This design comes from an exercise in tuning for small area, a short achievable clock period and few clock cycles on the open sky130 flow, not from production work.
For this run, only the layout was checked, not whether the RTL still works.

`flow/design.v`:
```
module x86rs_mmu #(
    parameter NT = 8,       
    parameter N2 = 8        
) (
    input  wire        clk,
    input  wire        rst,             
    input  wire        req_valid,
    output reg         req_ready,
    input  wire [1:0]  req_op,          
    input  wire [1:0]  req_kind,        
    input  wire        req_user,        
    input  wire [63:0] req_opa,
    output reg         resp_valid,
    output reg  [1:0]  resp_status,     
    output reg  [51:0] resp_pa,
    output reg         mem_req,
    output reg  [51:3] mem_addr,
    input  wire        mem_gnt,
    input  wire        mem_rvalid,
    input  wire [63:0] mem_rdata
);
    localparam OP_TRANSLATE = 2'd0;
    localparam OP_WRROOT    = 2'd1;
    localparam OP_INVPG     = 2'd2;
    localparam KIND_FETCH = 2'd0;
    localparam KIND_WRITE = 2'd2;
    localparam RS_OK = 2'd0;
    localparam RS_PF = 2'd1;
    localparam RS_GP = 2'd2;
    localparam IT = (NT > 1) ? $clog2(NT) : 1;
    localparam I2 = (N2 > 1) ? $clog2(N2) : 1;
    function permits;
        input w, u, x;
        input [1:0] kind;
        input user;
        begin
            permits = 1'b1;
            if (user && !u) permits = 1'b0;
            if (kind == KIND_WRITE && !w) permits = 1'b0;
            if (kind == KIND_FETCH && !x) permits = 1'b0;
        end
    endfunction
    reg  [51:12] root;
    reg          mwait;                 
    reg  [1:0]   level;                 
    reg          pw, pu, px;            
    reg  [1:0]   c_kind;
    reg          c_user;
    reg  [47:12] c_la;
    reg  [11:0]  c_off;
    reg  [IT-1:0] c_tvict;
    reg  [I2-1:0] c_pvict;
    reg          tlb_v   [0:NT-1];
    reg  [47:12] tlb_vpn [0:NT-1];
    reg  [51:12] tlb_pfn [0:NT-1];
    reg          tlb_w   [0:NT-1];
    reg          tlb_u   [0:NT-1];
    reg          tlb_x   [0:NT-1];
    reg  [NT-1:0] t_ref;                
    reg          p2_v    [0:N2-1];
    reg  [47:21] p2_tag  [0:N2-1];
    reg  [51:12] p2_base [0:N2-1];
    reg          p2_w    [0:N2-1];
    reg          p2_u    [0:N2-1];
    reg          p2_x    [0:N2-1];
    reg  [N2-1:0] p_ref;
    wire req_canonical = (req_opa[63:47] == {17{1'b0}}) || (req_opa[63:47] == {17{1'b1}});
    reg  [NT-1:0] t_hitv;
    reg  [51:12]  t_pfn;
    reg           t_w, t_u, t_x;
    reg  [IT-1:0] t_vict;
    reg  [N2-1:0] p_hitv;
    reg  [51:12]  p_base;
    reg           p_w, p_u, p_x;
    reg  [I2-1:0] p_vict;
    integer       i;
    always @* begin
        t_pfn = 40'd0; t_w = 1'b0; t_u = 1'b0; t_x = 1'b0;
        t_vict = {IT{1'b0}};
        for (i = NT - 1; i >= 0; i = i - 1) begin
            t_hitv[i] = tlb_v[i] && tlb_vpn[i] == req_opa[47:12];
            if (t_hitv[i]) begin
                t_pfn = t_pfn | tlb_pfn[i];
                t_w = t_w | tlb_w[i];
                t_u = t_u | tlb_u[i];
                t_x = t_x | tlb_x[i];
            end
            if (!(tlb_v[i] && t_ref[i])) t_vict = i;
        end
        p_base = 40'd0; p_w = 1'b0; p_u = 1'b0; p_x = 1'b0;
        p_vict = {I2{1'b0}};
        for (i = N2 - 1; i >= 0; i = i - 1) begin
            p_hitv[i] = p2_v[i] && p2_tag[i] == req_opa[47:21];
            if (p_hitv[i]) begin
                p_base = p_base | p2_base[i];
                p_w = p_w | p2_w[i];
                p_u = p_u | p2_u[i];
                p_x = p_x | p2_x[i];
            end
            if (!(p2_v[i] && p_ref[i])) p_vict = i;
        end
    end
    wire t_hit = |t_hitv;
    wire p_hit = |p_hitv;
    reg [8:0] nidx;
    always @* begin
        case (level)
            2'd3:    nidx = c_la[38:30];
            2'd2:    nidx = c_la[29:21];
            default: nidx = c_la[20:12];
        endcase
    end
    wire nw = pw & mem_rdata[1];
    wire nu = pu & mem_rdata[2];
    wire nx = px & ~mem_rdata[63];
    wire [NT-1:0] t_fill = {{(NT-1){1'b0}}, 1'b1} << c_tvict;
    wire [N2-1:0] p_fill = {{(N2-1){1'b0}}, 1'b1} << c_pvict;
    always @(posedge clk) begin
        resp_valid <= 1'b0;
        if (rst) begin
            req_ready <= 1'b1;
            mem_req   <= 1'b0;
            mwait     <= 1'b0;
            root      <= 40'd0;
            t_ref     <= {NT{1'b0}};
            p_ref     <= {N2{1'b0}};
            for (i = 0; i < NT; i = i + 1) tlb_v[i] <= 1'b0;
            for (i = 0; i < N2; i = i + 1) p2_v[i] <= 1'b0;
        end else begin
            if (req_ready && req_valid) begin
                c_kind  <= req_kind;
                c_user  <= req_user;
                c_la    <= req_opa[47:12];
                c_off   <= req_opa[11:0];
                c_tvict <= t_vict;
                c_pvict <= p_vict;
                resp_pa <= {t_pfn, req_opa[11:0]};
                case (req_op)
                    OP_WRROOT: begin
                        resp_valid <= 1'b1;
                        if (req_user) begin
                            resp_status <= RS_GP;
                        end else begin
                            resp_status <= RS_OK;
                            root <= req_opa[51:12];
                            for (i = 0; i < NT; i = i + 1) tlb_v[i] <= 1'b0;
                            for (i = 0; i < N2; i = i + 1) p2_v[i] <= 1'b0;
                        end
                    end
                    OP_INVPG: begin
                        resp_valid <= 1'b1;
                        if (req_user) begin
                            resp_status <= RS_GP;
                        end else begin
                            resp_status <= RS_OK;
                            if (req_canonical)
                                for (i = 0; i < NT; i = i + 1)
                                    if (t_hitv[i]) tlb_v[i] <= 1'b0;
                        end
                    end
                    default: begin
                        if (!req_canonical) begin
                            resp_valid  <= 1'b1;
                            resp_status <= RS_PF;
                        end else if (t_hit) begin
                            resp_valid  <= 1'b1;
                            resp_status <= permits(t_w, t_u, t_x, req_kind, req_user) ? RS_OK : RS_PF;
                            t_ref <= ((t_ref | t_hitv) == {NT{1'b1}}) ? t_hitv : (t_ref | t_hitv);
                        end else begin
                            req_ready <= 1'b0;
                            mem_req   <= 1'b1;
                            if (p_hit) begin
                                p_ref <= ((p_ref | p_hitv) == {N2{1'b1}}) ? p_hitv : (p_ref | p_hitv);
                                level    <= 2'd0;
                                mem_addr <= {p_base, req_opa[20:12]};
                                pw <= p_w; pu <= p_u; px <= p_x;
                            end else begin
                                level    <= 2'd3;
                                mem_addr <= {root, req_opa[47:39]};
                                pw <= 1'b1; pu <= 1'b1; px <= 1'b1;
                            end
                        end
                    end
                endcase
            end
            if (mem_req && mem_gnt) begin
                mem_req <= 1'b0;
                mwait   <= 1'b1;
            end
            if (mwait && mem_rvalid) begin
                mwait <= 1'b0;
                pw    <= nw;
                pu    <= nu;
                px    <= nx;
                resp_pa <= {mem_rdata[51:12], c_off};
                if (!mem_rdata[0]) begin
                    resp_valid  <= 1'b1;
                    resp_status <= RS_PF;
                    req_ready   <= 1'b1;
                end else if (level != 2'd0) begin
                    level    <= level - 2'd1;
                    mem_req  <= 1'b1;
                    mem_addr <= {mem_rdata[51:12], nidx};
                    if (level == 2'd1) begin
                        for (i = 0; i < N2; i = i + 1)
                            if (p_fill[i]) begin
                                p2_v[i]    <= 1'b1;
                                p2_tag[i]  <= c_la[47:21];
                                p2_base[i] <= mem_rdata[51:12];
                                p2_w[i]    <= nw;
                                p2_u[i]    <= nu;
                                p2_x[i]    <= nx;
                            end
                        p_ref <= ((p_ref | p_fill) == {N2{1'b1}}) ? p_fill : (p_ref | p_fill);
                    end
                end else begin
                    resp_valid  <= 1'b1;
                    req_ready   <= 1'b1;
                    resp_status <= permits(nw, nu, nx, c_kind, c_user) ? RS_OK : RS_PF;
                    for (i = 0; i < NT; i = i + 1)
                        if (t_fill[i]) begin
                            tlb_v[i]   <= 1'b1;
                            tlb_vpn[i] <= c_la;
                            tlb_pfn[i] <= mem_rdata[51:12];
                            tlb_w[i]   <= nw;
                            tlb_u[i]   <= nu;
                            tlb_x[i]   <= nx;
                        end
                    t_ref <= ((t_ref | t_fill) == {NT{1'b1}}) ? t_fill : (t_ref | t_fill);
                end
            end
        end
    end
endmodule
```
`flow/run.sh`:
```
#!/bin/bash
# synth_recipe.tcl (not shown) runs the flow's synth.tcl, then flattens the netlist and writes it again
# the make line also repeats each setting of config.mk as NAME=value (left out here)
make -C /OpenROAD-flow-scripts/flow DESIGN_CONFIG=/design/flow/config.mk WORK_HOME=/design/flow/orfs CLKGATE_MAP_FILE= SYNTH_SCRIPT=/design/flow/synth_recipe.tcl finish
```
`flow/config.mk`:
```
export PLATFORM = sky130hd
export DESIGN_NAME = x86rs_mmu
export DESIGN_NICKNAME = x86rs_mmu
export VERILOG_FILES = /design/flow/design.v
export SDC_FILE = /design/flow/constraint.sdc
export NUM_CORES = 4
export LEC_CHECK = 0
export ABC_CLOCK_PERIOD_IN_PS = 3000
export CAP_MARGIN = 20
export CORE_MARGIN = 2
export CORE_UTILIZATION = 40
export SETUP_SLACK_MARGIN = 5
export SLEW_MARGIN = 20
```
`flow/constraint.sdc`:
```
create_clock -name core_clock -period 8.0 [get_ports {clk}]
set_input_delay 1.6000 -clock core_clock [delete_from_list [all_inputs] [get_ports {clk}]]
set_output_delay 1.6000 -clock core_clock [all_outputs]
set_load 0.01 [all_outputs]
```
==> results.sh <==
export IMPL_hp_class="flip-flop to flip-flop"
export IMPL_layout_common_cells="1357 x edfxtp_1, 260 x buf_4, 245 x xnor2_1, 238 x nand2_1, 188 x xor2_1"
export IMPL_die_y_um=380
export IMPL_drv_slew=0
export IMPL_syn_nets=3724
export IMPL_grt_use_total=0.270
export IMPL_power_density_mw_per_mm2=215
export IMPL_async_flop_share=0
export IMPL_final_nets=4402
export IMPL_ir_worst_vdd_mv=0.223
export IMPL_worst_path_max_fanout=12
export IMPL_synth_main_ff_cell="edfxtp_1"
export IMPL_final_min_clock_period_ps=3840
export IMPL_max_slew_margin=0.222
export IMPL_maxCapViolCount=0
export IMPL_crit_reg2reg_launch="p2_tag[2][41]"
export IMPL_hold_violations=0
export IMPL_via_per_inst=6.01
export IMPL_dp_cells=5622
export IMPL_finClkSkew_ps=34.7
export IMPL_reg2reg_to="mem_addr[45]"
export IMPL_critPathLaunchType="input port"
export IMPL_ys_seq_area_frac=0.746
export IMPL_port_buffers=223
export IMPL_cts_sinks=1433
export IMPL_antenna_found_initial=8
export IMPL_clock_latency_ps=790
export IMPL_path_class="input port to flip-flop"
export IMPL_cp_required_ps=8550
export IMPL_grt_max_degree=101
export IMPL_h_tree_depth=4
export IMPL_worstSetupEndpointType="flip-flop"
export IMPL_multi_input_area_mm2=0.0158
export IMPL_grt_pass1_vias=35000
export IMPL_core_mm2=0.141
export IMPL_yosys_warnings=13
export IMPL_floorplan_initialDensity=0.402
export IMPL_cts_root_buf="clkbuf_16"
export IMPL_io_pins=244
export IMPL_synth_area_mm2=0.0567
export IMPL_synth_edf_count=1357
export IMPL_area_growth_pct=30.3
export IMPL_p_leak_nw=25.0
export IMPL_fin_ws_ps=4160
export IMPL_setup_tns_final_ps=0
export IMPL_synth_seq_cells=1433
export IMPL_holdPathStages=2
export IMPL_fmax_ghz=0.261
export IMPL_grt_pass1_wl_um=275000
export IMPL_synth_cells=3584
export IMPL_min_to="root[49]"
export IMPL_die_area_mm2=0.145
export IMPL_cts_buffers_inserted=148
export IMPL_finalCritPeriodShare=0.480
export IMPL_drt_wirelength_per_cell_um=32.3
export IMPL_finalPower_mw=15.9
export IMPL_synth_avg_cell_area_um2=15.8
export IMPL_place_gp_congestion=0.915
export IMPL_instances_no_fill=6274
export IMPL_layout_commonest_cell="edfxtp_1"
export IMPL_antenna_left=0
export IMPL_vias=37700
export IMPL_drt_wl_total_um=203000
export IMPL_drive_gt1_frac=0.278
export IMPL_dp_slack_ps=1670
export IMPL_synth_cell_types=62
export IMPL_clock_path_buffers=3
export IMPL_hp_start="root[49]"
export IMPL_drtIter0Drc=5466
export IMPL_drc=0
export IMPL_status="complete, no violations"
export IMPL_hpwl_um=102000
export IMPL_reg2regPathDepth=12
export IMPL_regArea_mm2=0.0423
export IMPL_die_x_um=380
export IMPL_worstMarginPinSlew_ps=1170
export IMPL_drt_pass1_iter_count=7
export IMPL_r2r_setup_slack_ps=4880
export IMPL_grt_setup_unrepaired="yes"
export IMPL_fillers=11300
export IMPL_finalSetupViolCount=0
export IMPL_cp_arrival_ps=4380
export IMPL_cts_reportedPaths_clkPinSlew_ps=60
export IMPL_tritoncts="done"
export IMPL_rows=138
export IMPL_gr_total_overflow=0
[stage by stage]
stage	area (um2)	hold WS, ps	util
2_1_floorplan	58200	447	-
3_3_place_gp	62300	456	0.442
3_5_place_dp	62400	462	0.442
4_1_cts	72100	470	0.511
5_1_grt	73900	494	0.524
6_report	73900	472	0.524
[worst max-delay path, cell delays in order]
cell       delay (ps)
buf_6             150
bufbuf_16         300
buf_4             140
xnor2_1           200
nand4_1           140
nor4bb_2          410
nand4_1           320
o2111ai_4         240
nor4_4             70
buf_12            180
buf_16            190
nor2_1            130
a211oi_2           60
a21o_1            180
[cell families after synthesis]
family | count (synthesis) | synth area share
flip-flops | 1433 | 0.746
AND/OR/NAND/NOR | 699 | 0.0625
AO/OA/AOI/OAI | 692 | 0.0908
XOR/XNOR | 504 | 0.0779
buffers and inverters | 222 | 0.0169
multiplexers | 32 | 0.00596
adder cells (fa/ha/maj) | 2 | 0.000441
[state kept, by name (all words and copies together), names as in the netlist, 12 cells and up]
signal	count
root	40
tlb_vpn	288
c_la	36
tlb_pfn	320
p2_base	320
p2_tag	216
resp_pa	52
c_off	12
mem_addr	49
[worst max-delay path by stage]
stage / startpoint / to / depth (start not counted)
finish: req_opa[36] / mem_addr[40] / 14
global route: req_opa[36] / mem_addr[20] / 14
CTS: req_opa[41] / mem_addr[25] / 13
detailed placement: req_opa[23] / resp_status[0] / 11
global placement: req_opa[23] / resp_status[0] / 11
floorplan: req_opa[47] / mem_addr[12] / 12
[synth_stat cells (23+ instances only)]
cell	instances	area share
nor2_1	152	0.010
nand2_1	246	0.016
a22oi_1	174	0.023
xor2_1	206	0.032
a22o_1	84	0.013
nor4_1	77	0.0085
dfxtp_1	76	0.027
clkbuf_1	108	0.0072
a21o_1	48	0.0064
nand4_1	105	0.012
inv_1	23	0.0015
xnor2_1	298	0.046
edfxtp_1	1357	0.72
a221oi_1	91	0.014
a211oi_1	84	0.011
a31oi_1	45	0.0050
buf_2	71	0.0063
a21oi_1	81	0.0072
[repair_timing]
| action | in CTS | in global routing |
|---|---|---|
| setup endpoints to repair | 1529 | 771 |
| hold buffers | 0 | 0 |
| setup buffers | 238 | 73 |
| pin swaps | 140 | 127 |
| cloned | 58 | 10 |
| resized for setup | 992 | 187 |
| hold endpoints to repair | 0 | 0 |
[power by group]
part           internal, mW  switching [mW]
clock network          3.80            2.99
logic                 0.321           0.448
registers              8.23          0.0612
total                  12.4            3.50
[layer usage]
| layer | GRT usage | wire [um] | vias up |
|---|---|---|---|
| met2 | 0.409 | 90800 | 2490 |
| met5 | 0 | 0 | - |
| met1 | 0.387 | 81300 | 19400 |
| met3 | 0.0530 | 23000 | 401 |
| li1 | - | - | 15400 |
| met4 | 0.0966 | 7660 | 0 |
[area by class of cell]
class                   count  area share
flip-flops and latches   1433       0.572
clock inverters            74     0.00896
repair buffers            717       0.117
well taps                1890      0.0320
inverters                  23     0.00124
clock buffers             194      0.0550
multi-input cells        1939       0.213
diodes                      4    0.000136

[static timing again, ports no longer ideal]
No port has a modelled driver above. Below, the same layout with a new extraction and two added sets of constraints.
Step 1, drivers: a clkbuf_16 drives clk and a buf_2 each remaining input, both assumed.
Step 2 also shifts input and output timing later by t, the mid clock arrival at the registers, as if the neighbouring blocks saw the same clock.
a / b / c = ideal / step 1 / step 2; a / b = the first two.
shift t [ns]: 0.855
setup slack, ns: 4.164 / 4.206 / 3.350
cell pins on the clock port's net: 1
After both steps setup and hold are still met in this run. The setup slack of this run moves by +0.042 ns with the drivers and by -0.814 ns with both steps.
